This is an optimization exercise on Yosys and OpenROAD, whose aim is small area, a short achievable clock period and few clock cycles per item, not a production implementation. The RTL was checked by simulation tests, not by an equivalence proof against the original design. No activity file was given, so power comes from the tool's default toggle rates.

$ cat flow/flow/run.sh
#!/bin/bash
# Standard layout, with the port buffers made from the smallest buffer cell
# (repair_timing and repair_design upsize them where timing needs it).
set -euo pipefail
export BUFFER_PORTS_ARGS="-buffer_cell sky130_fd_sc_hd__buf_1"
bash standard.sh > standard_flow.log 2>&1
$ cat flow/standard.sh
#!/bin/bash
# synth_recipe.tcl (not shown) runs the flow's synth.tcl, then flattens the netlist and writes it again
# the make line also repeats each setting of config.mk as NAME=value (left out here)
make -C /OpenROAD-flow-scripts/flow DESIGN_CONFIG=/design/flow/config.mk WORK_HOME=/design/flow/orfs CLKGATE_MAP_FILE= SYNTH_SCRIPT=/design/flow/synth_recipe.tcl "${@:-finish}"
$ cat flow/config.mk
export PLATFORM = sky130hd
export DESIGN_NAME = sio_ctrl
export DESIGN_NICKNAME = sio_ctrl
export VERILOG_FILES = /design/flow/design.v
export SDC_FILE = /design/flow/constraint.sdc
export NUM_CORES = 4
export LEC_CHECK = 0
export ABC_AREA = 1
export CAP_MARGIN = 20
export CORE_MARGIN = 2
export CORE_UTILIZATION = 40
export CTS_CLUSTER_SIZE = 20
export PLACE_DENSITY = 0.6
export SETUP_SLACK_MARGIN = 3.0
export SLEW_MARGIN = 20
$ cat flow/constraint.sdc
create_clock -name core_clock -period 6.0 [get_ports {clk}]
set_input_delay 1.2000 -clock core_clock [delete_from_list [all_inputs] [get_ports {clk}]]
set_output_delay 1.2000 -clock core_clock [all_outputs]
set_load 0.01 [all_outputs]
$ cat flow/design.v
module sio_ctrl (
    input  wire        clk,
    input  wire        rst,           
    input  wire        req_valid,
    output wire        req_ready,
    input  wire [35:0] req_word,      
    output wire        rsp_valid,
    output wire [15:0] rsp_data,
    output wire        rsp_refused,
    output wire [1:0]  rsp_mode,
    output wire [1:0]  rsp_tmode,
    output wire        rsp_sock,
    output wire        ev_valid,
    input  wire        ev_ready,
    output wire [4:0]  ev_kind,
    output wire [47:0] ev_data,
    input  wire        ev_ok,
    input  wire [15:0] ev_rdata
);
    localparam [3:0] OP_WRCNT   = 4'h1,
                     OP_WSIOCNT = 4'h2,
                     OP_WDATA   = 4'h3,
                     OP_RDATA   = 4'h4,
                     OP_WOTHER  = 4'h5,
                     OP_RESET   = 4'h8,
                     OP_SETDRV  = 4'h9,
                     OP_DESTROY = 4'hA;
    localparam [1:0] T_IDLE = 2'd0, T_PARSE = 2'd1, T_SEND = 2'd2, T_RECV = 2'd3;
    localparam CAP_INIT = 0, CAP_DEINIT = 1, CAP_LOAD = 2, CAP_UNLOAD = 3, CAP_WREG = 4;
    localparam [4:0] EV_ATTACH        = 5'd1,
                     EV_INIT          = 5'd2,
                     EV_DEINIT        = 5'd3,
                     EV_LOAD          = 5'd4,
                     EV_UNLOAD        = 5'd5,
                     EV_DRVWR_RCNT    = 5'd6,
                     EV_DRVWR_SIOCNT  = 5'd7,
                     EV_DRVWR_OTHER   = 5'd8,
                     EV_RAISE_IRQ     = 5'd9,
                     EV_LOG_UNSUPP    = 5'd10,
                     EV_LOG_INITFAIL  = 5'd11,
                     EV_SOCK_CONNECT  = 5'd12,
                     EV_SOCK_SEND     = 5'd13,
                     EV_SOCK_SEND_HDR = 5'd14,
                     EV_SOCK_RECV     = 5'd15,
                     EV_SOCK_CLOSE    = 5'd16;
    reg  [1:0]  rc;             
    reg         s12;            
    reg         alive;
    reg  [15:0] drv0, drv1, drv2;
    reg  [4:0]  cap0, cap1, cap2;
    reg  [1:0]  tmode;
    reg  [7:0]  cursor;
    reg  [2:0]  code;           
    reg  [7:0]  b1, b2, b3, b4, b5, b6;
    reg  [15:0] len;
    reg         sock;
    reg  [15:0] sock_h;
    reg         r_valid;
    reg  [15:0] r_aux;
    reg  [15:0] r_data;
    reg  [6:0]  ev_list;        
    reg         rv_noev;        
    reg         rv_last;        
    reg         rv_lasti;       
    reg         r_init;         
    reg         r_fail;         
    reg         r_refused;
    reg         r_conn;         
    reg         r_sd;           
    reg         r_dnz;          
    reg         r_mop;          
    reg         r_op2;          
    reg         r_des;          
    reg         r_al, r_ah;     
    reg         r_kp;           
    reg         r_k46;          
    reg         r_k7;           
    reg         r_s2, r_s3;     
    reg         r_ff;           
    reg         ev_v;
    reg  [4:0]  ev_k;
    reg  [2:0]  ev_e;           
    reg         ev_udl;         
    reg         ev_udh;         
    reg         ev_us;          
    reg         ev_uh;          
    reg         ev_uc;          
    reg         ev_uv;          
    reg         ev_uo;          
    wire fin  = rv_noev | (ev_ready & (rv_last | (rv_lasti & ev_ok)));
    wire xfer = ev_v & ev_ready;
    assign rsp_valid = fin;
    assign req_ready = ~r_valid | fin;
    wire take = req_valid & req_ready;
    assign ev_valid = ev_v;
    assign ev_kind  = ev_k;
    wire [15:0] drv_sel = ({16{ev_e[0]}} & drv0) | ({16{ev_e[1]}} & drv1) | ({16{ev_e[2]}} & drv2);
    assign ev_data[7:0]   = drv_sel[7:0] | ({8{ev_udl}} & r_data[7:0]) | ({8{ev_us}} & sock_h[7:0]) |
                            ({8{ev_uh}} & b2) | {7'h0, ev_uc};
    assign ev_data[15:8]  = drv_sel[15:8] | ({8{ev_udh}} & r_data[15:8]) | ({8{ev_us}} & sock_h[15:8]) |
                            ({8{ev_uh}} & b1);
    assign ev_data[31:16] = ({16{ev_uv}} & r_data) | ({16{ev_uh}} & {b5, b6}) | ({16{ev_uc}} & 16'h7F00);
    assign ev_data[47:32] = ({16{ev_uo}} & r_aux) | ({16{ev_uh}} & {b3, b4}) | ({16{ev_uc}} & 16'd3141);
    wire [15:0] rsp_keep = {{8{r_kp}}, r_k7, {3{r_k46}}, {4{r_kp}}};
    assign rsp_data = ({{8{r_ah}}, {8{r_al}}} & ev_rdata) | (rsp_keep & r_data) |
                      {16{r_ff}} | {12'h0, r_s3, r_s2, 2'b00};
    assign rsp_refused = r_refused;
    assign rsp_mode    = {rc[1], rc[1] ? rc[0] : s12};
    assign rsp_tmode   = tmode;
    assign rsp_sock    = r_conn ? ev_ok : sock;
    wire [3:0]  q_op   = req_word[35:32];
    wire [15:0] q_aux  = req_word[31:16];
    wire [15:0] q_data = req_word[15:0];
    wire [7:0]  q_b    = q_data[7:0];
    wire        commit = r_valid & r_sd & ~r_fail;
    wire [2:0]  r_k    = {r_aux[1] & r_aux[0], r_aux[1] & ~r_aux[0], ~r_aux[1]};
    wire [4:0]  ncaps  = r_dnz ? r_aux[8:4] : 5'd0;
    wire [4:0]  f_cap0 = (commit & r_k[0]) ? ncaps : cap0;
    wire [4:0]  f_cap1 = (commit & r_k[1]) ? ncaps : cap1;
    wire [4:0]  f_cap2 = (commit & r_k[2]) ? ncaps : cap2;
    wire        f_sock = (r_valid & r_conn) ? ev_ok : sock;
    wire op1 = (q_op == OP_WRCNT);
    wire op2 = (q_op == OP_WSIOCNT);
    wire op3 = (q_op == OP_WDATA);
    wire op4 = (q_op == OP_RDATA);
    wire op5 = (q_op == OP_WOTHER);
    wire op8 = (q_op == OP_RESET);
    wire op9 = (q_op == OP_SETDRV);
    wire opA = (q_op == OP_DESTROY);
    wire ok  = alive & (op1 | op2 | op3 | op4 | op5 | op8 | op9 | opA);
    wire g1  = alive & op1;
    wire g2  = alive & op2;
    wire g3  = alive & op3;
    wire g4  = alive & op4;
    wire g5  = alive & op5;
    wire g8  = alive & op8;
    wire g9  = alive & op9;
    wire gA  = alive & opA;
    wire [1:0]  mode = {rc[1], rc[1] ? rc[0] : s12};
    wire        a0 = ~rc[1];
    wire        a1 = rc[1] & ~rc[0];
    wire        a2 = rc[1] & rc[0];
    wire [2:0]  act = {a2, a1, a0};
    wire [4:0]  acap = ({5{a0}} & f_cap0) | ({5{a1}} & f_cap1) | ({5{a2}} & f_cap2);
    reg  [1:0]  nrc;
    reg         ns12;
    always @* begin
        nrc  = rc;
        ns12 = s12;
        if (g1) nrc = q_data[15:14];
        if (g2) ns12 = q_data[12];
        if (g8) begin nrc = 2'b10; ns12 = 1'b0; end
    end
    wire        d15 = q_data[15];
    wire        d14 = q_data[14];
    wire        u1  = acap[CAP_UNLOAD] & (d15 ? (d14 ? ~a2 : ~a1) : rc[1]);
    wire        l1  = d15 ? (d14 ? ~a2 & f_cap2[CAP_LOAD] : ~a1 & f_cap1[CAP_LOAD])
                          : rc[1] & f_cap0[CAP_LOAD];
    wire        w1  = d15 ? (d14 ? f_cap2[CAP_WREG] : f_cap1[CAP_WREG]) : f_cap0[CAP_WREG];
    wire [2:0]  ns1 = {d15 & d14, d15 & ~d14, ~d15};
    wire        chg2 = ~rc[1] & (q_data[12] ^ s12);
    wire        u2  = chg2 & acap[CAP_UNLOAD];
    wire        l2  = chg2 & acap[CAP_LOAD];
    wire        w2  = acap[CAP_WREG];
    wire        irq2 = ~w2 & ~rc[1] & q_data[7] & q_data[0] & q_data[14];
    wire        w5  = acap[CAP_WREG];
    wire        u8  = acap[CAP_UNLOAD];
    wire        l8  = f_cap1[CAP_LOAD];
    wire        sd_bad = q_aux[2];
    wire        k0 = ~q_aux[1];
    wire        k1 = q_aux[1] & ~q_aux[0];
    wire        k2 = q_aux[1] & q_aux[0];
    wire        ku = (k0 & a0 & f_cap0[CAP_UNLOAD]) | (k1 & a1 & f_cap1[CAP_UNLOAD]) |
                     (k2 & a2 & f_cap2[CAP_UNLOAD]);
    wire        kd = (k0 & f_cap0[CAP_DEINIT]) | (k1 & f_cap1[CAP_DEINIT]) | (k2 & f_cap2[CAP_DEINIT]);
    wire        k_act = (k0 & a0) | (k1 & a1) | (k2 & a2);
    wire [4:0]  sd_caps = q_aux[8:4];
    wire        d_nz = |q_data;
    wire        s0 = ~sd_bad & ku;                        
    wire        s1 = ~sd_bad & kd;                        
    wire        s2 = ~sd_bad & d_nz;                      
    wire        s6 = s2 & k_act & sd_caps[CAP_LOAD];      
    wire        c7    = (|cursor[7:3]) | (&cursor[2:0]);
    wire        c0    = (cursor == 8'd0);
    wire        is_fe = (q_b == 8'hFE);
    wire        t_send = (tmode == T_SEND);
    wire        t_recv = (tmode == T_RECV);
    wire        t_pend = (tmode == T_PARSE) & ~c0;       
    wire        ds_s  = (code == 3'd2) & c7 & sock;
    wire        dr_s  = (code == 3'd3) & sock;
    wire        dc_s  = (code == 3'd5) & c7 & ~sock;
    wire        dl_s  = (code == 3'd6) & sock;
    wire        disp  = t_pend & is_fe;
    wire        d_send = disp & ds_s;
    wire        d_recv = disp & dr_s;
    wire        d_conn = disp & dc_s;
    wire        d_clos = disp & dl_s;
    wire        rem_last = ~(|{b6, b5[7:1]});    
    wire [4:0]  lA = {f_sock, f_cap2[CAP_DEINIT], f_cap1[CAP_DEINIT], f_cap0[CAP_DEINIT], acap[CAP_UNLOAD]};
    wire [6:0]  q_list =
        ({7{g1}} & {4'b0, w1, l1, u1}) |
        ({7{g2}} & {3'b0, irq2, w2, l2, u2}) |
        ({7{g5}} & {4'b0, w5, 2'b0}) |
        ({7{g8}} & {5'b0, l8, u8}) |
        ({7{g3}} & {6'b0, t_send | (t_pend & (ds_s | dc_s | dl_s) & is_fe)}) |
        ({7{g4}} & {6'b0, t_recv}) |
        ({7{g9}} & {s6, sd_bad | (d_nz & sd_caps[CAP_INIT]),
                    s2 & sd_caps[CAP_INIT] & sd_caps[CAP_DEINIT], s2 & sd_caps[CAP_INIT], s2, s1, s0}) |
        ({7{gA}} & {2'b0, lA});
    function [6:0] lowbit;
        input [6:0] l;
        begin
            lowbit = l & ~{l[5:0], 1'b0} & ~{l[4:0], 2'b0} & ~{l[3:0], 3'b0} &
                     ~{l[2:0], 4'b0} & ~{l[1:0], 5'b0} & ~{l[0], 6'b0};
        end
    endfunction
    function one_at_most;
        input [6:0] l;
        begin
            one_at_most = ~(|(l & ~lowbit(l)));
        end
    endfunction
    wire [4:0] k_mode1 = u1 ? EV_UNLOAD : l1 ? EV_LOAD : EV_DRVWR_RCNT;
    wire [4:0] k_mode2 = u2 ? EV_UNLOAD : l2 ? EV_LOAD : w2 ? EV_DRVWR_SIOCNT : EV_RAISE_IRQ;
    wire [4:0] k_mode8 = u8 ? EV_UNLOAD : EV_LOAD;
    wire [4:0] k_wdata = t_send ? EV_SOCK_SEND : (code == 3'd2) ? EV_SOCK_SEND_HDR :
                         (code == 3'd5) ? EV_SOCK_CONNECT : EV_SOCK_CLOSE;
    wire [4:0] k_sd    = s0 ? EV_UNLOAD : s1 ? EV_DEINIT : sd_bad ? EV_LOG_UNSUPP : EV_ATTACH;
    wire [4:0] k_des   = lA[0] ? EV_UNLOAD : (lA[3:1] != 3'd0) ? EV_DEINIT : EV_SOCK_CLOSE;
    wire [6:0] fA      = lowbit({2'b0, lA});
    wire [4:0] qf_kind =
        ({5{op1}} & k_mode1) | ({5{op2}} & k_mode2) | ({5{op5}} & EV_DRVWR_OTHER) |
        ({5{op8}} & k_mode8) | ({5{op3}} & k_wdata) | ({5{op4}} & EV_SOCK_RECV) |
        ({5{op9}} & k_sd)    | ({5{opA}} & k_des);
    wire [2:0] qf_e =
        ({3{op1}} & (u1 ? act : ns1)) |
        ({3{op2}} & (u2 | l2 | w2 ? act : 3'b000)) |
        ({3{op5}} & act) |
        ({3{op8}} & (u8 ? act : 3'b010)) |
        ({3{op9 & (s0 | s1)}} & {k2, k1, k0}) |
        ({3{opA}} & (lA[0] ? act : fA[3:1]));
    wire       qf_udl = (op3 & t_send) | (op9 & ~s0 & ~s1 & ~sd_bad);
    wire       qf_udh = op9 & ~s0 & ~s1 & ~sd_bad;
    wire       qf_us  = (op3 & ~t_send & (code != 3'd2) & (code != 3'd5)) | (opA & ~(|lA[3:0]));
    wire       qf_uh  = op3 & ~t_send & (code == 3'd2);
    wire       qf_uc  = op3 & ~t_send & (code == 3'd5);
    wire       qf_uv  = (op1 & ~u1 & ~l1) | (op2 & ~u2 & ~l2 & w2) | op5;
    wire       qf_uo  = op5;
    wire       last1 = one_at_most({4'b0, w1, l1, u1});
    wire       last2 = one_at_most({3'b0, irq2, w2, l2, u2});
    wire       last8 = ~(u8 & l8);
    wire       last9 = sd_bad | (s0 ? ~s1 & ~d_nz : s1 ? ~d_nz : ~sd_caps[CAP_INIT] & ~s6);
    wire       lastA = one_at_most({2'b0, lA});
    wire       qf_last = (op1 & last1) | (op2 & last2) | op3 | op4 | op5 | (op8 & last8) |
                         (op9 & last9) | (opA & lastA);
    wire [6:0] cur = lowbit(ev_list);
    reg  [6:0] rest;
    always @* begin
        rest = ev_list & ~cur;
        if (r_init) begin
            if (ev_ok) rest[5:4] = 2'b00;
            else       rest[6]   = 1'b0;
        end
    end
    wire [6:0] nx = lowbit(rest);
    wire       nx_init = r_sd & nx[3];
    wire [6:0] nx_rest = rest & ~nx;
    wire       nx_last = nx_init ? ~nx_rest[6] : ~(|nx_rest);
    reg  [4:0] nx_kind;
    reg  [2:0] nx_e;
    reg        nx_ud, nx_us;
    always @* begin
        nx_kind = 5'd0;
        nx_e    = 3'd0;
        nx_ud   = 1'b0;
        nx_us   = 1'b0;
        if (r_mop) begin
            if (nx[1]) begin nx_kind = EV_LOAD; nx_e = {a2, a1, a0}; end
            if (nx[2]) begin nx_kind = r_op2 ? EV_DRVWR_SIOCNT : EV_DRVWR_RCNT; nx_e = {a2, a1, a0}; end
            if (nx[3]) nx_kind = EV_RAISE_IRQ;
        end
        if (r_sd) begin
            if (nx[1]) begin nx_kind = EV_DEINIT; nx_e = r_k; end
            if (nx[2]) begin nx_kind = EV_ATTACH; nx_ud = 1'b1; end
            if (nx[3]) begin nx_kind = EV_INIT;   nx_ud = 1'b1; end
            if (nx[4]) begin nx_kind = EV_DEINIT; nx_ud = 1'b1; end
            if (nx[5]) nx_kind = EV_LOG_INITFAIL;
            if (nx[6]) begin nx_kind = EV_LOAD;   nx_ud = 1'b1; end
        end
        if (r_des) begin
            if (nx[1]) begin nx_kind = EV_DEINIT; nx_e = 3'b001; end
            if (nx[2]) begin nx_kind = EV_DEINIT; nx_e = 3'b010; end
            if (nx[3]) begin nx_kind = EV_DEINIT; nx_e = 3'b100; end
            if (nx[4]) begin nx_kind = EV_SOCK_CLOSE; nx_us = 1'b1; end
        end
    end
    wire [15:0] rem_dec = {b6, b5} - 16'd1;
    always @(posedge clk) begin
        if (rst) begin
            r_valid <= 1'b0;
            rv_noev <= 1'b0;
            rv_last <= 1'b0;
            rv_lasti <= 1'b0;
            ev_v    <= 1'b0;
            r_fail  <= 1'b0;
            r_conn  <= 1'b0;
            r_sd    <= 1'b0;
            rc      <= 2'b10;
            s12     <= 1'b0;
            alive   <= 1'b1;
            cap0    <= 5'd0;
            cap1    <= 5'd0;
            cap2    <= 5'd0;
            tmode   <= T_IDLE;
            len     <= 16'h0;
            sock    <= 1'b0;
        end else begin
            if (fin & r_conn) begin
                sock <= ev_ok;
            end
            if (fin & commit) begin
                if (r_k[0]) cap0 <= ncaps;
                if (r_k[1]) cap1 <= ncaps;
                if (r_k[2]) cap2 <= ncaps;
            end
            if (take) begin
                r_valid <= 1'b1;
                rv_noev <= ~(|q_list);
                rv_last <= (|q_list) & qf_last;
                rv_lasti <= 1'b0;
                ev_v    <= |q_list;
                r_fail  <= 1'b0;
                r_conn  <= g3 & d_conn;
                r_sd    <= g9 & ~sd_bad;
                rc  <= nrc;
                s12 <= ns12;
                if (gA) begin
                    alive <= 1'b0;
                    sock  <= 1'b0;
                end
                if (g3) begin
                    case (tmode)
                        T_IDLE:  if (q_b == 8'h89) tmode <= T_PARSE;
                        T_PARSE: begin
                            if (c0) begin
                                if (q_b[7:1] == 7'h00 || q_b[7:1] == 7'h7F) tmode <= T_IDLE;
                            end else if (is_fe) begin
                                tmode <= d_send ? T_SEND : d_recv ? T_RECV : T_IDLE;
                                if (d_clos) sock <= 1'b0;
                                if (d_send) len <= {b6, b5};
                            end else if (&cursor)
                                tmode <= T_IDLE;
                        end
                        T_SEND:  if (rem_last) tmode <= T_IDLE;
                        default: ;
                    endcase
                end
                if (g4 & t_recv & rem_last)
                    tmode <= T_IDLE;
            end else if (fin) begin
                r_valid <= 1'b0;
                rv_noev <= 1'b0;
                rv_last <= 1'b0;
                rv_lasti <= 1'b0;
                ev_v    <= 1'b0;
            end else if (xfer) begin
                ev_v <= |rest;
                rv_noev <= ~(|rest);
                rv_last <= (|rest) & nx_last & ~nx_init;
                rv_lasti <= nx_last & nx_init;
                if (r_init & ~ev_ok)
                    r_fail <= 1'b1;
            end
        end
    end
    always @(posedge clk) begin
        if (fin & r_conn & ev_ok)
            sock_h <= ev_rdata;
        if (fin & commit) begin
            if (r_k[0]) drv0 <= r_data;
            if (r_k[1]) drv1 <= r_data;
            if (r_k[2]) drv2 <= r_data;
        end
        if (take) begin
            r_aux     <= q_aux;
            r_data    <= q_data;
            ev_list   <= q_list;
            r_init    <= 1'b0;
            r_refused <= ~ok;
            r_dnz     <= d_nz;
            r_mop     <= op1 | op2 | op8;
            r_op2     <= op2;
            r_des     <= opA;
            r_al  <= (g2 & w2) | (g5 & w5) | (g4 & t_recv);
            r_ah  <= (g2 & w2) | (g5 & w5);
            r_kp  <= (g2 & ~w2) | (g5 & ~w5);
            r_k46 <= (g2 & ~w2 & ~a1) | (g5 & ~w5);
            r_k7  <= (g2 & ~w2 & ~(~rc[1] & q_data[0])) | (g5 & ~w5);
            r_s2  <= g2 & ~w2 & ~a2;
            r_s3  <= g2 & ~w2 & a1;
            r_ff  <= g4 & ~t_recv;
            ev_k   <= qf_kind;
            ev_e   <= qf_e;
            ev_udl <= qf_udl;
            ev_udh <= qf_udh;
            ev_us  <= qf_us;
            ev_uh  <= qf_uh;
            ev_uc  <= qf_uc;
            ev_uv  <= qf_uv;
            ev_uo  <= qf_uo;
        end else if (xfer & ~fin) begin
            ev_list <= rest;
            r_init  <= nx_init;
            ev_k    <= nx_kind;
            ev_e    <= nx_e;
            ev_udl  <= nx_ud;
            ev_udh  <= nx_ud;
            ev_us   <= nx_us;
            ev_uh   <= 1'b0;
            ev_uc   <= 1'b0;
            ev_uv   <= r_mop & nx[2];
            ev_uo   <= 1'b0;
        end
        if (take & g3) begin
            if (tmode == T_IDLE)
                cursor <= 8'd0;
            else if (tmode == T_PARSE) begin
                if (c0) begin
                    if (q_b[7:3] == 5'd0 && q_b[2:1] != 2'b00) begin
                        code   <= q_b[2:0];
                        cursor <= 8'd1;
                    end
                end else if (~is_fe)
                    cursor <= cursor + 8'd1;
            end
        end
        if (take & g3 & (tmode == T_PARSE) & ~c0 & ~is_fe) begin
            if (cursor == 8'd1) b1 <= q_b;
            if (cursor == 8'd2) b2 <= q_b;
            if (cursor == 8'd3) b3 <= q_b;
            if (cursor == 8'd4) b4 <= q_b;
            if (cursor == 8'd5) b5 <= q_b;
            if (cursor == 8'd6) b6 <= q_b;
        end else if (take & g3 & d_recv)
            {b6, b5} <= len;
        else if (take & ((g3 & t_send) | (g4 & t_recv)))
            {b6, b5} <= rem_dec;
    end
endmodule
==> impl_summary.log, run 1 <==
INFO  metric run_status = timing/DRC/antenna clean
INFO  metric io_buffer_count = 134
INFO  metric number_of_global_route_vias_before_repair = 9704
INFO  metric clock_tree.buffer_depth = 3
INFO  metric hp-class = register to register
INFO  metric mappedNetlistNets = 1385
INFO  metric timing.critical_path.from_type = input port
INFO  metric critical_path.startpoint = ev_ok
INFO  metric grt_util_met1 = 0.3634
INFO  metric wire_per_inst = 20.76 microns
INFO  metric critical_path.endpoint_type = output port
INFO  metric fin_crit = 3071 ps
INFO  metric nets = 1552
INFO  metric yosysSeqAreaShare = 0.5545
INFO  metric grt.overflow.total = 0
INFO  metric worst-slew-pin-transition = 969.0 ps
INFO  metric detailed_route_wire_length = 39.34 mm
INFO  metric crit_fanout = 3
INFO  metric die_width = 176.3 microns
INFO  metric timing.critical_path.arrival = 1870 ps
INFO  metric cts.root.buffer_cell = clkbuf_16
INFO  metric synth_edf_count = 190
INFO  metric grt_busiest_layer = met2
INFO  metric antenna-diode-count = 0
INFO  metric flow.area_growth_from_synthesis = 20.93%
INFO  metric syn-mean-instance-area = 9.019 sq um
INFO  metric setup-tns-final = 0 ps
INFO  metric static-leakage-power = 5.661 nW
INFO  metric die_height = 176.3 microns
INFO  metric routed-via-count = 10470
INFO  metric htree_levels = 1
INFO  metric tritoncts = done
INFO  metric synth_warnings = 1
INFO  metric worst_ep_required_time = 4800 ps
INFO  metric r2r_cells = 14
INFO  metric pin_count = 135
INFO  metric crit_family = compound AO/OA/AOI/OAI gates
INFO  metric groute.usage.overall = 0.2492
INFO  metric worstSetupPathType = input port to output port
INFO  metric timing.critical_path.buf_inv = 2
INFO  metric initial_core_util = 0.4040
INFO  metric global_route_met2_utilization = 0.3899
INFO  metric p_per_area = 305.5 nW/um^2
INFO  metric wire_length_of_the_first_global_routing_pass = 58.93 mm
INFO  metric drt_pre_antenna_iters = 6
INFO  metric crit_share_post_route = 0.5119
INFO  metric core.rowCount = 63
INFO  metric asr_flop_ratio_synth = 0
INFO  metric worstSetupPathDepth = 5
INFO  metric first_iter_violations = 1167
INFO  metric netlist_area = 11880 sq um
INFO  metric fp.dieArea = 31090 sq um
INFO  metric cts_sinks = 234
INFO  metric gp_congestion = 0.9739
INFO  metric max_freq = 325.6 MHz
INFO  metric report.final.hold_viol_count = 0
INFO  metric max-slew-margin-rel = 0.3540
INFO  metric series_of_cell_instances_along_the_critical_path = buf_8, a21o_1, a21oi_4, nand2_2, buf_1
INFO  metric worst_skew_pair.late_latency = 550 ps
INFO  metric worst_path_max_delay_cell = a21o_1
INFO  metric clk_pin_slew_worst_paths = 60 ps
INFO  metric dpl.hpwl = 27.98 mm
INFO  metric worstHoldPathCells = 2
INFO  metric worst_path_largest_cell_delay = 170 ps
INFO  metric antenna_found_initial = 0
INFO  metric core_region_area = 29400 sq um
INFO  metric maximum_number_of_pins_on_one_net_before_global_route_repair = 38
INFO  metric cts-buffers-inserted = 27
INFO  metric drive_gt1_frac = 0.1349
INFO  metric antenna_left = 0
INFO  metric postSynthCellCount = 1317
INFO  metric drt-vias-per-instance = 5.523
INFO  metric dominantRegCellSynth = edfxtp_1
INFO  metric grt_use_met3 = 0.04048
INFO  metric finish.utilization = 0.4885
INFO  metric vdd_ir_drop_max = 0.0002249 V
INFO  metric timing.clock.skew = 12.22 ps
INFO  metric synth_seq_cells = 234
INFO  metric rr_startpoint = r_sd
INFO  metric setup_repair_after_global_routing_missed_its_margin = yes
INFO  metric maxSlewViolCount = 0
INFO  metric finalSetupViolations = 0
INFO  metric hold_path.startpoint = cap1[2]
INFO  metric ctsHoldBuffers = 0
INFO  metric detail_route.drc_violations = 0
INFO  metric cap_violations = 0
INFO  metric synth.distinct_cells = 51
## metal layers
metal	share of wire	vias to the layer above
li1	-	4923
met1	0.45	5019
met2	0.44	463
met3	0.083	62
met4	0.023	0
met5	0	-
## worst min-delay path, cell delays in order (launching register included)
cell and delay, ps:
dfxtp_1 300, inv_1 70, a21oi_1 60
## cells in the final DEF (no fill, tap or decap), types with 7 or more instances in the layout
cell type   count
buf_2           9
nor3_1         16
a22o_1         12
inv_2          10
nor2_2         16
a221o_1        20
nand3_2        11
dfxtp_1        44
a211oi_1        7
ha_1           11
o21ai_0        98
buf_1         116
buf_12          8
nand2_1       291
nand3_1        87
a221oi_2       13
inv_1         134
o22ai_1         7
clkinvlp_4      8
nand4_1        15
nor2_1        124
edfxtp_1      190
a21oi_1        74
nand2_2        10
clkbuf_16      28
buf_4          38
o21ai_1         8
## Yosys cell counts (4+ instances only)
library cell | n | share of area
clkbuf_1 | 28 | 0.0088
nor2_1 | 134 | 0.042
o21ai_0 | 108 | 0.046
ha_1 | 11 | 0.012
dfxtp_1 | 44 | 0.074
a31oi_1 | 6 | 0.0032
nand3b_1 | 5 | 0.0032
xor2_1 | 6 | 0.0044
nand2_1 | 293 | 0.093
nand4_1 | 15 | 0.0079
nor3_1 | 16 | 0.0067
edfxtp_1 | 190 | 0.48
nand2_2 | 9 | 0.0047
buf_2 | 10 | 0.0042
a21oi_1 | 75 | 0.032
inv_1 | 137 | 0.043
inv_2 | 10 | 0.0032
a211oi_1 | 8 | 0.0051
o31ai_1 | 4 | 0.0025
a221o_1 | 20 | 0.017
o22ai_1 | 8 | 0.0042
nor2_2 | 10 | 0.0053
a221oi_1 | 16 | 0.012
nand3_2 | 11 | 0.0093
buf_6 | 5 | 0.0047
a22o_1 | 12 | 0.0088
nand3_1 | 87 | 0.037
## state kept, by name, summed over array words and instances, names as in the netlist, 16 cells and up
signal  cells
drv2       16
r_aux      16
sock_h     16
len        16
r_data     16
drv1       16
drv0       16
## per-stage QoR
stage               setup WS (ps)  power [W]  instances  area (sq um)  hold WS (ps)
floorplan                    2999   0.002247       1317         11890         429.7
finish                       2929   0.004388       1895         14360         474.3
global placement             1714   0.002480       1805         12720         455.0
CTS                          2933   0.004364       1879         14080         476.2
detailed placement           1654   0.002482       1805         12720         468.2
global route                 2902   0.004541       1895         14360         499.3
## worst paths after layout
check,to,slack (ps)
min reg2reg,cap1[2],470
max reg2reg,ev_e[2],3240
max,req_ready,2930
min,cap1[2],470
## kinds of logic (layout without fill, tap and decap cells)
kind of cell	count (synthesis)	count (layout)	share of synthesized area
xor+xnor	9	9	0.006637
fa+ha+maj	11	11	0.01159
buf+inv	195	382	0.06668
simple gates	590	591	0.2158
flops	234	234	0.5545
compound gates	278	278	0.1447
## layout make-up
| type | count | area [sq um] |
|---|---|---|
| clock inverters | 20 | 282.8 |
| clock buffers | 30 | 696.9 |
| fillers | 2797 | 15040 |
| inverters | 148 | 565.5 |
| repair buffers | 183 | 1049 |
| repair inverters | 1 | 7.507 |
| well taps | 390 | 488.0 |
| multi-input cells | 889 | 4688 |
| flip-flops and latches | 234 | 6586 |
## what timing repair did
item	in CTS	in global routing
setup buffers	23	13
endpoints found under the setup margin	141	128
gates resized for setup	44	40
pin swaps	6	12
cloned	1	2
## power breakdown
part / total (W) / switching (W) / internal [W] / leakage [nW]
combinational: 0.000675 / 0.000440 / 0.000236 / 3.07
clock: 0.00182 / 0.000716 / 0.00110 / 0.465
sequential: 0.00189 / 0.0000603 / 0.00183 / 2.13
total: 0.00439 / 0.00122 / 0.00317 / 5.66
Testbench counts, summed over its fixed seeds: cycles 26,843, items 25,959.
==> run 2, diff against run 1 <==
--- a/flow/config.mk
+++ b/flow/config.mk
@@ -7,3 +7,2 @@
 export LEC_CHECK = 0
-export ABC_AREA = 1
 export CAP_MARGIN = 20
==> run 2 against run 1 <==
- clock skew increased by 1.3 ps
- still clean on timing, DRC and antenna
- largest power group unchanged
- sequential share of layout area decreased by 1.1 points
- non-clock buffer count up 26
- critical path depth unchanged
- wire length rose by 6.4%
- sequential power about the same
- utilization up 1.1 points
- hold slack lost 23 ps
- via count hardly changed
- sequential cell count unchanged
==> impl_summary.log, run 2 <==
INFO  metric clock_tree.buffer_depth = 3
INFO  metric io_buffer_count = 134
INFO  metric static-leakage-power = 4.973 nW
INFO  metric grt.overflow.total = 0
INFO  metric series_of_cell_instances_along_the_critical_path = buf_8, a21o_1, a21oi_4, inv_2, buf_6
INFO  metric comb_pwr_share = 0.142
INFO  metric antenna_left = 0
INFO  metric max_freq = 325.7 MHz
INFO  metric layout.cells.most_common_list = edfxtp_1 (190), nand2_1 (111), buf_1 (103)
INFO  metric tritoncts = done
INFO  metric multi_input_area = 5301 sq um
INFO  metric wire_per_inst = 24.40 microns
INFO  metric power_switching = 0.001073 W
INFO  metric synth_warnings = 1
INFO  metric run_status = timing/DRC/antenna clean
INFO  metric hp-class = register to register
INFO  metric synth_edf_count = 190
INFO  metric routed-via-count = 10480
INFO  metric cts_sinks = 234
INFO  metric synth_top_cells_by_area = edfxtp_1 (48%), dfxtp_1 (7.4%), nand2_1 (3.8%), a21oi_1 (3.7%), a22oi_1 (3.1%)
INFO  metric yosysSeqAreaShare = 0.5543
INFO  metric ctsHoldBuffers = 0
INFO  metric yosysMostFrequentCell = edfxtp_1
INFO  metric critical_path.endpoint_type = output port
INFO  metric dpl.hpwl = 28.04 mm
INFO  metric dominantRegCellSynth = edfxtp_1
INFO  metric finalInstanceArea = 14720 sq um
INFO  metric worst-slew-pin-transition = 983.1 ps
INFO  metric vdd_ir_drop_max = 0.0001986 V
INFO  metric die_width = 176.3 microns
INFO  metric asr_flop_ratio_synth = 0
INFO  metric worst_path_max_delay_cell = a21oi_4
INFO  metric number_of_global_route_vias_before_repair = 9731
INFO  metric cts-buffers-inserted = 26
INFO  metric cap_violations = 0
INFO  metric worstSetupPathType = input port to output port
INFO  metric flow.area_growth_from_synthesis = 23.89%
INFO  metric mappedNetlistNets = 1204
INFO  metric synth_seq_cells = 234
INFO  metric synth.distinct_cells = 79
INFO  metric netlist_area = 11880 sq um
INFO  metric first_iter_violations = 1132
INFO  metric crit_share_post_route = 0.5118
INFO  metric synth_commonest_cells = edfxtp_1 (190), nand2_1 (119), nor2_1 (92), a21oi_1 (89), o21ai_0 (66)
INFO  metric initial_core_util = 0.4030
INFO  metric synth_top_area_frac = 0.4802
INFO  metric pin_count = 135
INFO  metric placedInstanceArea = 12760 sq um
INFO  metric post-synth-top-area-cell = edfxtp_1
INFO  metric maximum_number_of_pins_on_one_net_before_global_route_repair = 40
INFO  metric postSynthCellCount = 1136
INFO  metric syn-mean-instance-area = 10.46 sq um
INFO  metric worst_ep_required_time = 4800 ps
INFO  metric nets = 1373
INFO  metric gp_congestion = 0.9670
INFO  metric power_switching_share = 0.2685
INFO  metric drt_pre_antenna_iters = 7
INFO  metric layout.cells.most_common = edfxtp_1
INFO  metric antenna_found_initial = 0
INFO  metric timing.clock.skew = 13.48 ps
INFO  metric fp.dieArea = 31100 sq um
INFO  metric report.final.hold_viol_count = 0
INFO  metric detail_route.drc_violations = 0
INFO  metric drt-vias-per-instance = 6.108
INFO  metric post-layout-total-power = 0.003995 W
INFO  metric pwr-share-seq = 0.467
INFO  metric antenna-diode-count = 0
INFO  metric crit_fanout = 3
INFO  metric setup_repair_after_global_routing_missed_its_margin = yes
INFO  metric p_per_area = 271.4 nW/um^2
INFO  metric die_height = 176.3 microns
INFO  metric clk_pin_slew_worst_paths = 60 ps
INFO  metric fin_crit = 3071 ps
INFO  metric core_region_area = 29480 sq um
INFO  metric internal_power = 0.002922 W
INFO  metric detailed_route_wire_length = 41.85 mm
INFO  metric max-slew-margin-rel = 0.3446
INFO  metric cts.root.buffer_cell = clkbuf_16
INFO  metric core.rowCount = 63
INFO  metric timing.critical_path.from_type = input port
INFO  metric finalSetupViolations = 0
INFO  metric worst_path_largest_cell_delay = 180 ps
INFO  metric seq_area = 6595 sq um
INFO  metric layout.filler_cells = 2737
INFO  metric timing.critical_path.arrival = 1870 ps
INFO  metric clockPowerShare = 0.390
INFO  metric groute.usage.overall = 0.2580
INFO  metric htree_levels = 1
INFO  metric worst_skew_pair.late_latency = 540 ps
INFO  metric wire_length_of_the_first_global_routing_pass = 61.10 mm
INFO  metric setup-tns-final = 0 ps
INFO  metric maxSlewViolCount = 0
INFO  metric drive_gt1_frac = 0.1804
run 2: cell types whose count changed in the layout (fill, tap and decap cells not counted), moves of 35 or more:
cell | before | now
a22oi_1 | 0 | 41
inv_1 | 134 | 30
nand2_1 | 291 | 111
nand3_1 | 87 | 38
nor2_1 | 124 | 89
o21ai_0 | 98 | 61
run 2: metal layers:
layer | global-route usage | wire [microns] | vias up
li1 | - | - | 4693
met1 | 0.3599 | 17550 | 5122
met2 | 0.4212 | 19530 | 578
met3 | 0.03790 | 3541 | 83
met4 | 0.06956 | 1225 | 0
met5 | 0 | 0 | -
run 2: cell families after synthesis:
family,Yosys count,share of synthesized area
flip-flops,234,0.5543
XOR/XNOR,24,0.01769
buffers and inverters,102,0.03538
adder cells (fa/ha/maj),12,0.01243
multiplexers,14,0.01222
AND/OR/NAND/NOR,399,0.1659
AO/OA/AOI/OAI,351,0.2021
run 2: worst paths after layout:
kind	cells past startpoint	end	slack [ps]	startpoint
worst max-delay path	5	rsp_valid	2930	ev_ok
worst min-delay path	2	len[3]	450	len[3]
worst max register to register	9	ev_k[1]	3020	r_aux[1]
worst min register to register	2	len[3]	450	len[3]
run 2: power groups by stage:
stage	clock network [W]	registers [W]	logic (W)
detailed placement	0	0.00194	0.000400
floorplan	0	0.00187	0.000299
global route	0.00164	0.00187	0.000607
CTS	0.00157	0.00187	0.000510
global placement	0	0.00194	0.000400
finish	0.00156	0.00187	0.000568
run 2: per-stage QoR:
stage | hold WS (ps) | setup slack, ps | std cells | util
after global placement | 438.4 | 1591 | 1602 | 0.4328
after floorplan | 429.6 | 2938 | 1136 | -
after CTS | 455.0 | 2896 | 1689 | 0.4829
after detailed placement | 446.3 | 1608 | 1602 | 0.4328
after global routing | 464.5 | 2895 | 1715 | 0.4993
final | 451.7 | 2929 | 1715 | 0.4993
run 2: cell type report:
type / instances / share of cell area
clock buffers: 33 / 0.04598
repair buffers: 209 / 0.09409
clock inverters: 15 / 0.009690
flip-flops and latches: 234 / 0.4480
multi-input cells: 801 / 0.3601
well taps: 390 / 0.03315
inverters: 33 / 0.008925
run 2: repair_timing:
item,in CTS,in global routing
setup buffers,37,22
resized for setup,67,90
pin swaps,15,27
gates cloned,2,4
hold endpoints to repair,0,0
endpoints found under the setup margin,169,130
run 2: worst max-delay path, delay by kind of cell:
kind | cells | cell delay [ps]
AO/OA/AOI/OAI | 2 | 350
buffers and inverters | 3 | 320
==> run 3, diff against run 2 <==
--- a/flow/config.mk
+++ b/flow/config.mk
@@ -12,3 +12,3 @@
 export PLACE_DENSITY = 0.6
-export SETUP_SLACK_MARGIN = 3.0
+export SETUP_SLACK_MARGIN = 3.2
 export SLEW_MARGIN = 20
==> run 3 against run 2 <==
- still clean on timing, DRC and antenna
- hold slack better by 3.1 ps
- clock-buffer cell count down 2
- sequential power about the same
- clock power up 9%
- non-clock buffer count up 78
- utilization up 4.7 points
- die area unchanged
- combinational power up 18%
- sequential share of layout area down 3.9 points
- synthesized area unchanged
==> impl_summary.log, run 3 <==
INFO  metric setup_repair_after_global_routing_missed_its_margin = yes
INFO  metric maxSlewViolCount = 0
INFO  metric power_switching = 0.001121 W
INFO  metric antenna_left = 0
INFO  metric ctsHoldBuffers = 0
INFO  metric core_region_area = 29480 sq um
INFO  metric io_buffer_count = 134
INFO  metric wire_per_inst = 23.71 microns
INFO  metric crit_fanout = 3
INFO  metric dominantRegCellSynth = edfxtp_1
INFO  metric finalSetupViolations = 0
INFO  metric tritoncts = done
INFO  metric worst_skew_pair.late_latency = 550 ps
INFO  metric placedInstanceArea = 12920 sq um
INFO  metric synth.distinct_cells = 79
INFO  metric timing.rr.end = tmode[0]
INFO  metric synth_edf_count = 190
INFO  metric groute.usage.overall = 0.2684
INFO  metric antenna_found_initial = 0
INFO  metric p_per_area = 262.9 nW/um^2
INFO  metric dp_slack = 1678 ps
INFO  metric postSynthCellCount = 1136
INFO  metric vdd_ir_drop_max = 0.0002156 V
INFO  metric rr_startpoint = b5[5]
INFO  metric syn-mean-instance-area = 10.46 sq um
INFO  metric fp.dieArea = 31100 sq um
INFO  metric asr_flop_ratio_synth = 0
INFO  metric post-synth-top-area-cell = edfxtp_1
INFO  metric critical_path.endpoint_type = output port
INFO  metric clk_pin_slew_worst_paths = 60 ps
INFO  metric setup-tns-final = 0 ps
INFO  metric first_iter_violations = 1228
INFO  metric wire_length_of_the_first_global_routing_pass = 63.90 mm
INFO  metric clockPowerShare = 0.401
INFO  metric initial_core_util = 0.4030
INFO  metric setup_ws = 2854 ps
INFO  metric worstHoldPathCells = 2
INFO  metric worst-slew-pin-transition = 1005 ps
INFO  metric nets = 1452
INFO  metric core.rowCount = 63
INFO  metric hp-class = register to register
INFO  metric cap_violations = 0
INFO  metric clock_tree.buffer_depth = 3
INFO  metric drt_pre_antenna_iters = 5
INFO  metric static-leakage-power = 5.733 nW
INFO  metric dpl.hpwl = 27.98 mm
INFO  metric antenna-diode-count = 0
INFO  metric place.detailed.instances = 1601
INFO  metric final-instance-count-excl-fill = 1794
INFO  metric report.final.hold_viol_count = 0
INFO  metric die_height = 176.3 microns
INFO  metric timing.critical_path.arrival = 1950 ps
INFO  metric run_status = timing/DRC/antenna clean
INFO  metric synth_top_cells_by_area = edfxtp_1 (48%), dfxtp_1 (7.4%), nand2_1 (3.8%), a21oi_1 (3.7%), a22oi_1 (3.1%)
INFO  metric max-slew-margin-rel = 0.3300
INFO  metric number_of_global_route_vias_before_repair = 10420
INFO  metric detail_route.drc_violations = 0
INFO  metric hold_path.startpoint = len[15]
INFO  metric layout.cells.most_common_list = edfxtp_1 (190), buf_4 (119), nand2_1 (105)
INFO  metric r2r_cells = 8
INFO  metric detailed_route_wire_length = 42.53 mm
INFO  metric cts-buffers-inserted = 26
INFO  metric synth_warnings = 1
INFO  metric internal_power = 0.003114 W
INFO  metric flow.area_growth_from_synthesis = 35.59%
INFO  metric htree_levels = 1
INFO  metric timing.clock.skew = 24.19 ps
INFO  metric synth_top_area_frac = 0.4802
INFO  metric power_switching_share = 0.2646
INFO  metric synth_commonest_cells = edfxtp_1 (190), nand2_1 (119), nor2_1 (92), a21oi_1 (89), o21ai_0 (66)
INFO  metric maximum_number_of_pins_on_one_net_before_global_route_repair = 53
INFO  metric worstSetupPathType = input port to output port
INFO  metric fin_crit = 3146 ps
INFO  metric pin_count = 135
INFO  metric grt.overflow.total = 0
INFO  metric drt-vias-per-instance = 6.062
INFO  metric comb_pwr_share = 0.158
INFO  metric drive_gt1_frac = 0.3198
INFO  metric yosysMostFrequentCell = edfxtp_1
INFO  metric routed-via-count = 10880
INFO  metric max_freq = 317.9 MHz
INFO  metric hold_end = len[15]
INFO  metric die_width = 176.3 microns
INFO  metric worst_ep_required_time = 4800 ps
INFO  metric cts_sinks = 234
INFO  metric post-layout-total-power = 0.004235 W
INFO  metric timing.critical_path.from_type = input port
INFO  metric mappedNetlistNets = 1204
INFO  metric gp_congestion = 0.9704
INFO  metric pwr-share-seq = 0.440
INFO  metric netlist_area = 11880 sq um
INFO  metric layout.cells.most_common = edfxtp_1
INFO  metric worst-r2r-setup-slack = 3120 ps
INFO  metric synth_seq_cells = 234
INFO  metric yosysSeqAreaShare = 0.5543
INFO  metric cts.root.buffer_cell = clkbuf_16
INFO  metric finalInstanceArea = 16110 sq um
INFO  metric crit_share_post_route = 0.5243
run 3: how the worst max path moves through the flow:
stage	start	endpoint	depth (start not counted)
after global placement	ev_ok	ev_e[1]	9
final	ev_ok	req_ready	6
after CTS	ev_ok	req_ready	6
after detailed placement	ev_ok	ev_e[1]	9
after floorplan	ev_ok	req_ready	4
after global routing	ev_ok	req_ready	6
run 3: per-stage QoR:
step / hold slack, ps / util
final: 454.8 / 0.5465
after global routing: 469.6 / 0.5465
after CTS: 453.3 / 0.5289
after detailed placement: 444.5 / 0.4382
after global placement: 441.8 / 0.4377
after floorplan: 429.6 / -
run 3: layout make-up:
| cell class | instances | area (sq um) |
|---|---|---|
| clock buffer | 31 | 699.4 |
| clock inverter | 17 | 212.7 |
| timing repair buffer | 287 | 2271 |
| fill | 2595 | 13370 |
| tap | 390 | 488.0 |
| inverter | 33 | 131.4 |
| sequential | 234 | 6596 |
| multi-input combinational | 802 | 5712 |
run 3: cell families (layout without fill, tap and decap cells):
family                   after synthesis  count (layout)  synth area share
multiplexers                          14              14           0.01222
XOR/XNOR                              24              24           0.01769
flip-flops                           234             234            0.5543
adder cells (fa/ha/maj)               12              12           0.01243
buffers and inverters                102             368           0.03538
AO/OA/AOI/OAI                        351             351            0.2021
AND/OR/NAND/NOR                      399             401            0.1659
run 3: power groups by stage:
stage / clock (W) / sequential [W] / combinational [W]
detailed placement: 0 / 0.00194 / 0.000407
CTS: 0.00172 / 0.00186 / 0.000625
global placement: 0 / 0.00194 / 0.000406
floorplan: 0 / 0.00187 / 0.000311
global route: 0.00178 / 0.00187 / 0.000712
finish: 0.00170 / 0.00186 / 0.000671
run 3: repair_timing:
action	CTS	global route
pin swaps	88	37
setup buffers	112	27
setup endpoints to repair	266	159
gates resized for setup	213	76
gates cloned	6	0
run 3: critical path, stage by stage:
cell and delay, ps:
buf_12 100, a21o_1 170, a21oi_4 190, buf_12 130, nand2_4 40, buf_6 120
run 3: per-layer routing:
metal / global-route usage / share of wire / vias up
li1: - / - / 4858
met1: 0.3806 / 0.43 / 5359
met2: 0.4304 / 0.46 / 585
met3: 0.03445 / 0.077 / 74
met4: 0.08161 / 0.033 / 0
met5: 0 / 0 / -
==> run 4, diff against run 3 <==
--- a/flow/design.v
+++ b/flow/design.v
@@ -297,2 +297,12 @@
     wire [15:0] rem_dec = {b6, b5} - 16'd1;
+    wire        t_parse = (tmode == T_PARSE);
+    wire [6:1]  w_b;                  
+    genvar gi;
+    generate for (gi = 1; gi <= 6; gi = gi + 1) begin : g_wb
+        assign w_b[gi] = t_parse & (cursor == gi);
+    end endgenerate
+    wire        b_take = take & g3;
+    wire        cnt56  = (g3 & t_send) | (g4 & t_recv);
+    wire [1:0]  en56   = {2{cnt56}} |
+                         ({2{g3}} & (is_fe ? {2{t_pend & dr_s}} : w_b[6:5]));
     always @(posedge clk) begin
@@ -436,13 +446,8 @@
         end
-        if (take & g3 & (tmode == T_PARSE) & ~c0 & ~is_fe) begin
-            if (cursor == 8'd1) b1 <= q_b;
-            if (cursor == 8'd2) b2 <= q_b;
-            if (cursor == 8'd3) b3 <= q_b;
-            if (cursor == 8'd4) b4 <= q_b;
-            if (cursor == 8'd5) b5 <= q_b;
-            if (cursor == 8'd6) b6 <= q_b;
-        end else if (take & g3 & d_recv)
-            {b6, b5} <= len;
-        else if (take & ((g3 & t_send) | (g4 & t_recv)))
-            {b6, b5} <= rem_dec;
+        if (b_take & ~is_fe & w_b[1]) b1 <= q_b;
+        if (b_take & ~is_fe & w_b[2]) b2 <= q_b;
+        if (b_take & ~is_fe & w_b[3]) b3 <= q_b;
+        if (b_take & ~is_fe & w_b[4]) b4 <= q_b;
+        if (take & en56[0]) b5 <= t_parse ? (is_fe ? len[7:0]  : q_b) : rem_dec[7:0];
+        if (take & en56[1]) b6 <= t_parse ? (is_fe ? len[15:8] : q_b) : rem_dec[15:8];
     end
--- a/flow/config.mk
+++ b/flow/config.mk
@@ -7,2 +7,3 @@
 export LEC_CHECK = 0
+export ABC_AREA = 1
 export CAP_MARGIN = 20
@@ -10,5 +11,6 @@
 export CORE_UTILIZATION = 40
-export CTS_CLUSTER_SIZE = 20
+export CTS_CLUSTER_DIAMETER = 80
+export CTS_CLUSTER_SIZE = 25
 export PLACE_DENSITY = 0.6
-export SETUP_SLACK_MARGIN = 3.2
+export SETUP_SLACK_MARGIN = 3.0
 export SLEW_MARGIN = 20
==> run 4 against run 3 <==
- still clean on timing, DRC and antenna
- via count is 6.7% lower
- cell count is 2.3% higher
- global-route usage is 2.8 points lower
- synthesized area is 1.2% lower
- sequential power is 2% higher
- setup slack better by 97 ps
- largest cell class unchanged
- highest routed layer unchanged
==> impl_summary.log, run 4 <==
INFO  metric run_status = timing/DRC/antenna clean
INFO  metric vdd_ir_drop_max = 0.0001671 V
INFO  metric nets = 1509
INFO  metric yosysSeqAreaShare = 0.5611
INFO  metric cts.root.buffer_cell = clkbuf_16
INFO  metric setup-tns-final = 0 ps
INFO  metric fp.dieArea = 30730 sq um
INFO  metric die_width = 175.3 microns
INFO  metric layout.cells.most_common = nand2_1
INFO  metric critical_path.startpoint = ev_ok
INFO  metric maxSlewViolCount = 0
INFO  metric worst_ep_required_time = 4800 ps
INFO  metric drive_gt1_frac = 0.09366
INFO  metric max-slew-margin-rel = 0.3151
INFO  metric asr_flop_ratio_synth = 0
INFO  metric worst_path_max_delay_cell = a21o_1
INFO  metric critical_path.endpoint_type = output port
INFO  metric r2r_cells = 8
INFO  metric antenna_left = 0
INFO  metric crit_share_post_route = 0.5081
INFO  metric first_iter_violations = 1037
INFO  metric cap_violations = 0
INFO  metric cts-buffers-inserted = 17
INFO  metric drt_pre_antenna_iters = 6
INFO  metric clock_tree.buffer_depth = 3
INFO  metric series_of_cell_instances_along_the_critical_path = buf_8, a21o_1, a21oi_4, nand2_2, buf_6
INFO  metric postSynthCellCount = 1298
INFO  metric synth_warnings = 1
INFO  metric synth_commonest_cells = nand2_1 (321), edfxtp_1 (190), nor2_1 (134), inv_1 (126), o21ai_0 (86)
INFO  metric synth_top_cells_by_area = edfxtp_1 (49%), nand2_1 (10%), dfxtp_1 (7.5%), nor2_1 (4.3%), inv_1 (4.0%)
INFO  metric timing.clock.skew = 29.98 ps
INFO  metric worst-r2r-setup-slack = 3210 ps
INFO  metric crit_fanout = 3
INFO  metric tritoncts = done
INFO  metric seq_area = 6586 sq um
INFO  metric report.final.hold_viol_count = 0
INFO  metric layout.filler_cells = 2813
INFO  metric detailed_route_wire_length = 37.26 mm
INFO  metric synth.distinct_cells = 51
INFO  metric worst_path_largest_cell_delay = 170 ps
INFO  metric final-instance-count-excl-fill = 1836
INFO  metric maximum_number_of_pins_on_one_net_before_global_route_repair = 41
INFO  metric place.detailed.instances = 1788
INFO  metric synth_edf_count = 190
INFO  metric pin_count = 135
INFO  metric max_freq = 328.0 MHz
INFO  metric post-synth-top-area-cell = edfxtp_1
INFO  metric core.rowCount = 62
INFO  metric p_per_area = 271.8 nW/um^2
INFO  metric hp-class = register to register
INFO  metric worst-slew-pin-transition = 1026 ps
INFO  metric setup_repair_after_global_routing_missed_its_margin = yes
INFO  metric clk_pin_slew_worst_paths = 70 ps
INFO  metric worst_skew_pair.late_latency = 520 ps
INFO  metric grt.overflow.total = 0
INFO  metric setup_ws = 2951 ps
INFO  metric yosysMostFrequentCell = nand2_1
INFO  metric dp_slack = 1991 ps
INFO  metric cts_sinks = 234
INFO  metric multi_input_area = 4582 sq um
INFO  metric static-leakage-power = 5.203 nW
INFO  metric htree_levels = 1
INFO  metric groute.usage.overall = 0.2401
INFO  metric layout.cells.most_common_list = nand2_1 (317), edfxtp_1 (190), nor2_1 (129)
INFO  metric worstSetupPathType = input port to output port
INFO  metric dpl.hpwl = 27.71 mm
INFO  metric mappedNetlistNets = 1366
INFO  metric synth_seq_cells = 234
INFO  metric rr_startpoint = tmode[1]
INFO  metric die_height = 175.3 microns
INFO  metric dominantRegCellSynth = edfxtp_1
INFO  metric finish.utilization = 0.4709
INFO  metric detail_route.drc_violations = 0
INFO  metric antenna_found_initial = 0
INFO  metric wire_per_inst = 20.29 microns
INFO  metric routed-via-count = 10140
INFO  metric worstHoldPathCells = 2
INFO  metric timing.critical_path.arrival = 1850 ps
INFO  metric finalSetupViolations = 0
INFO  metric hold_end = cap1[4]
INFO  metric io_buffer_count = 134
INFO  metric crit_family = compound AO/OA/AOI/OAI gates
INFO  metric core_region_area = 28780 sq um
INFO  metric number_of_global_route_vias_before_repair = 9591
INFO  metric synth_top_area_frac = 0.4861
INFO  metric timing.critical_path.from_type = input port
INFO  metric wire_length_of_the_first_global_routing_pass = 57.04 mm
INFO  metric flow.area_growth_from_synthesis = 15.46%
INFO  metric netlist_area = 11740 sq um
INFO  metric initial_core_util = 0.4078
INFO  metric antenna-diode-count = 0
INFO  metric syn-mean-instance-area = 9.043 sq um
INFO  metric hold_path.startpoint = cap1[4]
INFO  metric whs = 466.0 ps
INFO  metric timing.critical_path.buf_inv = 2
INFO  metric timing.rr.end = b6[2]
INFO  metric gp_congestion = 0.9831
INFO  metric drt-vias-per-instance = 5.525
INFO  metric fin_crit = 3049 ps
## run 4: final cells by class
type,count,area share
inverter,139,0.03896
clock buffer,20,0.03222
tap,384,0.03545
timing repair buffer,166,0.06195
clock inverter,10,0.007294
sequential,234,0.4860
multi-input combinational,883,0.3381
## run 4: worst max-delay path by stage
stage	to	slack (ps)	cells past startpoint
floorplan	req_ready	3070	3
global placement	b6[4]	2120	9
global route	rv_last	2910	15
detailed placement	b6[2]	1990	9
finish	req_ready	2950	5
CTS	rv_last	2930	15
## run 4: cell families (layout without fill, tap and decap cells)
group / count (synthesis) / in the layout / synth area share
flip-flops: 234 / 234 / 0.5611
adder cells (fa/ha/maj): 11 / 11 / 0.01173
XOR/XNOR: 6 / 6 / 0.004477
AO/OA/AOI/OAI: 267 / 267 / 0.1445
buffers and inverters: 181 / 335 / 0.06065
AND/OR/NAND/NOR: 599 / 599 / 0.2175
## run 4: what timing repair did
action	in CTS	in global routing
pin swaps	3	7
buffers inserted	15	3
resized for setup	26	31
gates cloned	0	0
hold buffers	0	0
setup endpoints to repair	137	86
hold endpoints to repair	0	0
## run 4: through the flow
step	instance area [sq um]	power, W
2_1_floorplan	11750	0.002238
3_3_place_gp	12650	0.002463
3_5_place_dp	12650	0.002469
4_1_cts	13410	0.003678
5_1_grt	13550	0.003826
6_report	13550	0.003683
## run 4: layer usage
layer / vias up / share of wire / track usage
met5: - / 0 / 0
met2: 422 / 0.45 / 0.3789
met3: 46 / 0.070 / 0.03009
met1: 4877 / 0.46 / 0.3518
li1: 4798 / - / -
met4: 0 / 0.021 / 0.05868
## run 4: report_power, final
| group | internal (W) | leakage (nW) | switching, W |
|---|---|---|---|
| sequential | 0.00183 | 2.12 | 0.0000694 |
| combinational | 0.000202 | 2.82 | 0.000397 |
| clock | 0.000556 | 0.262 | 0.000628 |
## run 4: worst reg2reg max path: cells and delay by family (launching register included)
| kind | cells | cell delay, ps |
|---|---|---|
| AO/OA/AOI/OAI | 2 | 540 |
| buffers and inverters | 2 | 520 |
| AND/OR/NAND/NOR | 3 | 630 |
| flip-flops | 1 | 350 |
| adder cells (fa/ha/maj) | 1 | 450 |
Testbench counts of run 4, summed over its fixed seeds: cycles 26,843, items 25,959.
==> run 5, diff against run 4 <==
--- a/flow/config.mk
+++ b/flow/config.mk
@@ -11,4 +11,3 @@
 export CORE_UTILIZATION = 40
-export CTS_CLUSTER_DIAMETER = 80
-export CTS_CLUSTER_SIZE = 25
+export CTS_CLUSTER_SIZE = 20
 export PLACE_DENSITY = 0.6
==> run 5 against run 4 <==
- first-iteration DRC count rose by 3.2%
- register-to-register slack better by 220 ps
- cell count is 1.6% higher
- setup slack worse by 22 ps
- combinational power rose by 7.5%
- via count grew 1.9%
- clock power increased by 45%
- wire length up 1.8%
- critical path type unchanged
- critical endpoint unchanged
==> impl_summary.log, run 5 <==
INFO  metric timing.critical_path.arrival = 1870 ps
INFO  metric worst-r2r-setup-slack = 3430 ps
INFO  metric p_per_area = 301.2 nW/um^2
INFO  metric clk_pin_slew_worst_paths = 60 ps
INFO  metric tritoncts = done
INFO  metric first_iter_violations = 1070
INFO  metric die_width = 175.3 microns
INFO  metric routed.top_layer = met4
INFO  metric detail_route.drc_violations = 0
INFO  metric post-layout-total-power = 0.004248 W
INFO  metric setup_repair_after_global_routing_missed_its_margin = yes
INFO  metric synth_warnings = 1
INFO  metric wire_length_of_the_first_global_routing_pass = 57.28 mm
INFO  metric report.final.hold_viol_count = 0
INFO  metric cts.root.buffer_cell = clkbuf_16
INFO  metric drt_pre_antenna_iters = 7
INFO  metric mappedNetlistNets = 1366
INFO  metric routed-via-count = 10330
INFO  metric nets = 1529
INFO  metric htree_levels = 1
INFO  metric crit_fanout = 3
INFO  metric gp_congestion = 0.9831
INFO  metric number_of_global_route_vias_before_repair = 9710
INFO  metric max-slew-margin-rel = 0.3216
INFO  metric crit_share_post_route = 0.5118
INFO  metric antenna-diode-count = 0
INFO  metric cts_sinks = 234
INFO  metric fin_crit = 3071 ps
INFO  metric asr_flop_ratio_synth = 0
INFO  metric synth_top_cells_by_area = edfxtp_1 (49%), nand2_1 (10%), dfxtp_1 (7.5%), nor2_1 (4.3%), inv_1 (4.0%)
INFO  metric worst_ep_required_time = 4800 ps
INFO  metric worst_path_largest_cell_delay = 180 ps
INFO  metric detailed_route_wire_length = 37.92 mm
INFO  metric synth_edf_count = 190
INFO  metric yosysSeqAreaShare = 0.5611
INFO  metric core_region_area = 28780 sq um
INFO  metric cts-buffers-inserted = 27
INFO  metric timing.critical_path.from_type = input port
INFO  metric worst-slew-pin-transition = 1017 ps
INFO  metric met3WireLength = 3.022 mm
INFO  metric run_status = timing/DRC/antenna clean
INFO  metric worstSetupPathType = input port to output port
INFO  metric maxSlewViolCount = 0
INFO  metric synth_commonest_cells = nand2_1 (321), edfxtp_1 (190), nor2_1 (134), inv_1 (126), o21ai_0 (86)
INFO  metric cap_violations = 0
INFO  metric drive_gt1_frac = 0.1167
INFO  metric finalSetupViolations = 0
INFO  metric yosysMostFrequentCell = nand2_1
INFO  metric critical_path.endpoint_type = output port
INFO  metric synth_seq_cells = 234
INFO  metric die_height = 175.3 microns
INFO  metric syn-mean-instance-area = 9.043 sq um
INFO  metric io_buffer_count = 134
INFO  metric layout.cells.most_common = nand2_1
INFO  metric wire_per_inst = 20.32 microns
INFO  metric dpl.hpwl = 27.71 mm
INFO  metric series_of_cell_instances_along_the_critical_path = buf_8, a21o_1, a21oi_4, nand2_4, buf_6
INFO  metric fp.dieArea = 30730 sq um
INFO  metric synth_top_area_frac = 0.4861
INFO  metric layout.cells.most_common_list = nand2_1 (317), edfxtp_1 (190), nor2_1 (129)
INFO  metric post_route_met1_wirelength = 16.97 mm
INFO  metric synth.distinct_cells = 51
INFO  metric netlist_area = 11740 sq um
INFO  metric setup-tns-final = 0 ps
INFO  metric ctsHoldBuffers = 0
INFO  metric initial_core_util = 0.4078
INFO  metric pin_count = 135
INFO  metric drt-vias-per-instance = 5.537
INFO  metric flow.area_growth_from_synthesis = 20.15%
INFO  metric groute.usage.overall = 0.2419
INFO  metric antenna_left = 0
INFO  metric max_freq = 325.6 MHz
INFO  metric static-leakage-power = 5.479 nW
INFO  metric antenna_found_initial = 0
INFO  metric core.rowCount = 62
INFO  metric vdd_ir_drop_max = 0.0002270 V
INFO  metric hp-class = register to register
INFO  metric maximum_number_of_pins_on_one_net_before_global_route_repair = 41
INFO  metric postSynthCellCount = 1298
INFO  metric met2_length = 16.88 mm
INFO  metric timing.clock.skew = 21.25 ps
INFO  metric post-synth-top-area-cell = edfxtp_1
INFO  metric dominantRegCellSynth = edfxtp_1
INFO  metric grt.overflow.total = 0
INFO  metric clock_tree.buffer_depth = 3
INFO  metric worst_skew_pair.late_latency = 570 ps
INFO  metric worst_path_max_delay_cell = a21oi_4
[run 5: cell counts after synthesis]
Identical to the previous run, type by type.
[run 5: metrics by stage]
step                utilization  instances  setup slack, ps  hold WS (ps)  instance area [sq um]
global placement         0.4395       1788             2124         447.1                  12650
detailed placement       0.4395       1788             1991         451.8                  12650
global route             0.4900       1866             2916         483.1                  14100
CTS                      0.4813       1855             2916         462.1                  13850
finish                   0.4900       1866             2929         462.8                  14100
floorplan                     -       1298             3071         429.7                  11750
[run 5: timing repair]
action,4_1_cts,5_1_grt
pin swaps,5,10
buffers inserted,17,9
endpoints found under the setup margin,123,71
cloned,0,2
gates resized for setup,29,35
[run 5: cells by family (layout without fill, tap and decap cells)]
logic type	count (synthesis)	in the layout	share of synthesized area
adders and majority gates	11	11	0.01173
buffers and inverters	181	365	0.06065
DFF	234	234	0.5611
AOI/OAI and AO/OA	267	267	0.1445
and+or+nand+nor	599	599	0.2175
xor gates and xnor gates	6	6	0.004477
[run 5: path summary, 6_finish.rpt]
| path | start | cells after the start | to |
|---|---|---|---|
| hold / removal | cap1[4] | 2 | cap1[4] |
| setup / recovery | ev_ok | 5 | req_ready |
| setup reg to reg | r_sd | 11 | ev_k[2] |
| hold reg to reg | cap1[4] | 2 | cap1[4] |
[run 5: where the power goes]
part	switching, W	total [W]	internal, W
logic	0.000419	0.000644	0.000225
registers	0.0000610	0.00189	0.00183
clock network	0.000735	0.00171	0.000975
total	0.00122	0.00425	0.00303
[run 5: metal layers]
metal  GRT usage  up-vias
li1            -     4858
met1      0.3503     4960
met2      0.3734      446
met3     0.03788       68
met4     0.07535        0
met5           0        -
[run 5: critical path: cells and delay by family]
| kind | cells | cell delay [ps] |
|---|---|---|
| AOI/OAI and AO/OA | 2 | 350 |
| buffers and inverters | 2 | 230 |
| and+or+nand+nor | 1 | 90 |
[run 5: final cells by class]
class / instances / area (sq um)
Fill cell: 2754 / 14680
Inverter: 139 / 530.5
Multi-Input combinational cell: 883 / 4588
Tap cell: 384 / 480.5
Sequential cell: 234 / 6586
Timing Repair Buffer: 176 / 993.5
Clock buffer: 27 / 675.6
Clock inverter: 23 / 247.7

## static timing again, ports no longer ideal
Ports are ideal in the flow. The routed layouts listed here were re-timed in OpenROAD.
Step 1: set_driving_cell puts a clkbuf_16 on clk and a buf_2 on each other input, an assumption about the parent block.
Step 2 moves the port delays by t, midway between the first and last clock arrival at a register: inputs arrive t later, outputs are due t later. That takes back most of the time a late clock gives input paths.
Three values: ideal ports, drivers, drivers and shift; two values: the first two.
run	shift t [ns]	slack for setup (ns)	latest minus earliest clock arrival (ns)	worst slew at a driven data input, ns	pins driven straight from the clock port
run 1	0.595	2.929 / 2.890 / 2.494	0.015 / 0.015	0.07	1
run 2	0.591	2.929 / 2.889 / 2.481	0.016 / 0.016	0.05	1
run 3	0.587	2.854 / 2.808 / 2.543	0.031 / 0.030	0.06	1
run 4	0.556	2.951 / 2.910 / 2.624	0.032 / 0.032	0.05	1
run 5	0.609	2.929 / 2.888 / 2.533	0.022 / 0.021	0.05	1
After both steps every run listed still meets setup and hold. For run 2, which loses most, drivers alone change the setup slack by -0.040 ns; drivers and shift together by -0.448 ns.
